From an optimization exercise on the open Yosys and OpenROAD flow, aimed at small area; shortcuts taken in it are not production practice.
The RTL was checked by simulation tests, not by an equivalence proof against the original design.
Power is estimated from default activity; no workload was simulated.

== job 8229 ==
Design mbcore, start of the top module:
module mbcore (
    input  wire        clk,
    input  wire        rst,             
    input  wire        host_valid,
    input  wire        host_write,
    input  wire [5:0]  host_addr,
    input  wire [31:0] host_wdata,
    output reg  [31:0] host_rdata,
    input  wire        tick,
    input  wire        link_mode,
    output reg         link_req,
    output reg  [1:0]  link_op,         
    output reg  [31:0] link_wdata,
    input  wire        link_ack,
    input  wire        link_err,
    input  wire [31:0] link_code,
    input  wire [31:0] link_rdata,
    output wire [31:0] pay_addr,
    input  wire [31:0] pay_rdata,
    input  wire [4:0]  img_addr,
    output reg  [31:0] img_data,
    output wire        ev_valid,
    output wire        ev_kind,
    output wire [31:0] ev_data
);
==> flow/config.mk <==
export PLATFORM = sky130hd
export DESIGN_NAME = mbcore
export DESIGN_NICKNAME = mbcore
export VERILOG_FILES = /design/flow/design.v
export SDC_FILE = /design/flow/constraint.sdc
export NUM_CORES = 4
export LEC_CHECK = 0
export CAP_MARGIN = 20
export CORE_MARGIN = 2
export CORE_UTILIZATION = 50
export PLACE_DENSITY = 0.65
export SLEW_MARGIN = 20
==> flow/constraint.sdc <==
create_clock -name core_clock -period 20.0 [get_ports {clk}]
set_input_delay 4.0000 -clock core_clock [delete_from_list [all_inputs] [get_ports {clk}]]
set_output_delay 4.0000 -clock core_clock [all_outputs]
set_load 0.01 [all_outputs]
standard.sh (not shown) runs the stock make flow with config.mk's settings and CLKGATE_MAP_FILE= SYNTH_SCRIPT=/design/flow/synth_recipe.tcl, a recipe that flattens the netlist after the stock synthesis.
==> flow/flow/run.sh <==
#!/bin/bash
# Own layout flow: the standard flow (standard.sh) with these changes:
#  - synthesis runs ORFS's synthesis scripts with Yosys's early "abc -fast"
#    skipped (SYNTH_ARGS=-noabc), so the generated full-adder structure reaches
#    extract_fa unchanged, and with flow/abc.script as the ABC mapping script
#    (deeper area-oriented optimisation);
#  - the port buffers placed on every input and output are buf_1 cells;
#  - clock tree synthesis uses clkbuf_4/clkbuf_8 and no dummy loads.
# Each tool's output goes to a log file of its own in the work folder.
set -euo pipefail
WORK=$(pwd)
rm -rf "$WORK/scripts_abc"
cp -r "$FLOW_HOME/scripts" "$WORK/scripts_abc"
cp "$WORK/flow/abc.script" "$WORK/scripts_abc/abc_speed.script"
bash "$WORK/standard.sh" "SCRIPTS_DIR=$WORK/scripts_abc" "SYNTH_ARGS=-noabc" synth > "$WORK/synth.log" 2>&1
bash "$WORK/standard.sh" \
  "BUFFER_PORTS_ARGS=-buffer_cell sky130_fd_sc_hd__buf_1" \
  "CTS_ARGS=-sink_clustering_enable -repair_clock_nets -dont_use_dummy_load -buf_list {sky130_fd_sc_hd__clkbuf_4 sky130_fd_sc_hd__clkbuf_8}" \
  finish > "$WORK/layout.log" 2>&1
test -f "$WORK/out/final.def"
==> flow/flow/abc.script <==
strash
&get -n
&deepsyn -T 60
&put
&get -n
&st
&dch
&nf
&put
topo
Setup changes, job 8229 to job 5664
diff --git a/flow/flow/run.sh b/flow/flow/run.sh
--- a/flow/flow/run.sh
+++ b/flow/flow/run.sh
@@ -6,5 +6,6 @@
 #    (deeper area-oriented optimisation);
 #  - the port buffers placed on every input and output are buf_1 cells;
-#  - clock tree synthesis uses clkbuf_4/clkbuf_8 and no dummy loads.
+#  - clock tree synthesis uses clkbuf_4/clkbuf_8, larger sink clusters and no
+#    dummy loads.
 # Each tool's output goes to a log file of its own in the work folder.
 set -euo pipefail
@@ -16,5 +17,5 @@
 bash "$WORK/standard.sh" \
   "BUFFER_PORTS_ARGS=-buffer_cell sky130_fd_sc_hd__buf_1" \
-  "CTS_ARGS=-sink_clustering_enable -repair_clock_nets -dont_use_dummy_load -buf_list {sky130_fd_sc_hd__clkbuf_4 sky130_fd_sc_hd__clkbuf_8}" \
+  "CTS_ARGS=-sink_clustering_enable -repair_clock_nets -dont_use_dummy_load -sink_clustering_size 12 -sink_clustering_max_diameter 50 -buf_list {sky130_fd_sc_hd__clkbuf_4 sky130_fd_sc_hd__clkbuf_8}" \
   finish > "$WORK/layout.log" 2>&1
 test -f "$WORK/out/final.def"
~same detailed-route wire length in job 8229 and job 5664
Diff job 8229 -> job 5664: worst-case setup margin in the final layout went down; global routing usage summed across all routing layers lower.
Here is what was changed in the inputs of job 4014 compared with job 5664.
- swapping 50 for 55 in CORE_UTILIZATION
diff --git a/flow/flow/run.sh b/flow/flow/run.sh
--- a/flow/flow/run.sh
+++ b/flow/flow/run.sh
@@ -17,5 +17,5 @@
 bash "$WORK/standard.sh" \
   "BUFFER_PORTS_ARGS=-buffer_cell sky130_fd_sc_hd__buf_1" \
-  "CTS_ARGS=-sink_clustering_enable -repair_clock_nets -dont_use_dummy_load -sink_clustering_size 12 -sink_clustering_max_diameter 50 -buf_list {sky130_fd_sc_hd__clkbuf_4 sky130_fd_sc_hd__clkbuf_8}" \
+  "CTS_ARGS=-sink_clustering_enable -repair_clock_nets -dont_use_dummy_load -sink_clustering_size 14 -sink_clustering_max_diameter 50 -buf_list {sky130_fd_sc_hd__clkbuf_4 sky130_fd_sc_hd__clkbuf_8}" \
   finish > "$WORK/layout.log" 2>&1
 test -f "$WORK/out/final.def"
[summary]
No stage failed in job 4014, and the final checks on the layout all came back clean. What job 4014 reported for clock network power has to be multiplied by 1.09 to get the figure for job 5664. Summary of job 4014 over job 5664: clock tree buffer count of the final layout fell about 14%; multi-input logic area about even. Core util | job 4014 vs job 5664 | job 4014 higher. Re leakage power: job 5664 and job 4014 aren't equal, and the lower value belongs to job 4014. Lower overall power of the completed layout goes to job 4014 over job 5664. Row final standard cell count with taps included and fillers excluded: job 4014 lower / job 5664 higher. When job 4014 is measured against job 5664, its clock skew after layout turns out 9.6 ps lower. Higher worst setup slack was reported by job 4014, not job 5664. Minimum clock period after layout, job 5664 and job 4014: smaller value in job 4014.

mbcore, a different RTL version from the one above (not shown whole).
For scale: roughly 2600 cells after synthesis, roughly 390 flip-flops, about 310 I/O pins, roughly 0.025 mm^2 of cells after synthesis.
// mbcore
module mbcore (
    input  wire        clk,
    input  wire        rst,             
    input  wire        host_valid,
    input  wire        host_write,
    input  wire [5:0]  host_addr,
    input  wire [31:0] host_wdata,
    output reg  [31:0] host_rdata,
    input  wire        tick,
    input  wire        link_mode,
    output reg         link_req,
    output reg  [1:0]  link_op,         
    output reg  [31:0] link_wdata,
    input  wire        link_ack,
    input  wire        link_err,
    input  wire [31:0] link_code,
    input  wire [31:0] link_rdata,
    output wire [31:0] pay_addr,
    input  wire [31:0] pay_rdata,
    input  wire [4:0]  img_addr,
    output reg  [31:0] img_data,
    output wire        ev_valid,
    output wire        ev_kind,
    output wire [31:0] ev_data
);
Settings: LEC_CHECK=0, CAP_MARGIN=10, CORE_MARGIN=2, CORE_UTILIZATION=55, PLACE_DENSITY=0.65, SLEW_MARGIN=10; clock period 20.0 ns.
==> flow/flow/run.sh <==
#!/bin/bash
# Own layout flow: the standard flow (standard.sh) with these changes:
#  - synthesis runs ORFS's synthesis scripts with Yosys's early "abc -fast"
#    skipped (SYNTH_ARGS=-noabc), so the generated full-adder structure reaches
#    extract_fa unchanged, and with flow/abc.script as the ABC mapping script
#    (deeper area-oriented optimisation);
#  - the port buffers placed on every input and output are buf_1 cells;
#  - clock tree synthesis uses clkbuf_4/clkbuf_8, larger sink clusters and no
#    dummy loads.
# Each tool's output goes to a log file of its own in the work folder.
set -euo pipefail
WORK=$(pwd)
rm -rf "$WORK/scripts_abc"
cp -r "$FLOW_HOME/scripts" "$WORK/scripts_abc"
cp "$WORK/flow/abc.script" "$WORK/scripts_abc/abc_speed.script"
bash "$WORK/standard.sh" "SCRIPTS_DIR=$WORK/scripts_abc" "SYNTH_ARGS=-noabc" synth > "$WORK/synth.log" 2>&1
bash "$WORK/standard.sh" \
  "BUFFER_PORTS_ARGS=-buffer_cell sky130_fd_sc_hd__buf_1" \
  "CTS_ARGS=-sink_clustering_enable -repair_clock_nets -dont_use_dummy_load -sink_clustering_size 16 -sink_clustering_max_diameter 55 -buf_list {sky130_fd_sc_hd__clkbuf_4 sky130_fd_sc_hd__clkbuf_8}" \
  finish > "$WORK/layout.log" 2>&1
test -f "$WORK/out/final.def"
Scripts as last shown in full above: flow/flow/abc.script
The starting point produced a clean layout.
==> next run, changes <==
--- a/flow/flow/run.sh
+++ b/flow/flow/run.sh
@@ -19 +19 @@
-  "CTS_ARGS=-sink_clustering_enable -repair_clock_nets -dont_use_dummy_load -sink_clustering_size 16 -sink_clustering_max_diameter 55 -buf_list {sky130_fd_sc_hd__clkbuf_4 sky130_fd_sc_hd__clkbuf_8}" \
+  "CTS_ARGS=-sink_clustering_enable -repair_clock_nets -dont_use_dummy_load -sink_clustering_size 14 -sink_clustering_max_diameter 50 -buf_list {sky130_fd_sc_hd__clkbuf_4 sky130_fd_sc_hd__clkbuf_8}" \
--- a/flow/config.mk
+++ b/flow/config.mk
@@ -8 +8 @@
-export CAP_MARGIN = 10
+export CAP_MARGIN = 20
@@ -12 +12 @@
-export SLEW_MARGIN = 10
+export SLEW_MARGIN = 20
Result: The changed run passed the timing, design-rule and antenna checks. Setup slack loses 12 ps. Final area hardly moves. Die area does not change. Total power went up slightly.

==> static timing again, ports no longer ideal <==
The results above use ideal ports. As a check the final layouts listed here were re-extracted and re-timed, cells and wires unchanged.
Step 1: set_driving_cell puts a clkbuf_16 on clk and a buf_2 on each other input, an assumption about the parent block.
Step 2 adds t to the input delays and takes it off the output delays; t is the mean of the earliest and latest rising clock arrival at the registers after step 1. Input paths then give back, and output paths get back, about the clock's delay inside the block.
Three values: ideal ports, drivers, drivers and shift; two values: the first two.
run	shift t [ns]	setup WS [ns]	worst setup path at the end	latest minus earliest clock arrival (ns)	worst slew at a driven data input, ns
job 8229	0.667	3.162 / 3.162 / 3.162	register to register	0.047 / 0.047	0.11
job 5664	0.661	3.139 / 3.139 / 3.139	register to register	0.061 / 0.061	0.11
job 4014	0.628	3.173 / 3.173 / 3.173	register to register	0.052 / 0.052	0.11
the first run of note 2	0.633	2.799 / 2.799 / 2.799	register to register	0.059 / 0.059	0.10
the second run of note 2	0.642	2.787 / 2.787 / 2.787	register to register	0.066 / 0.066	0.12
After both steps every run listed still meets setup and hold.
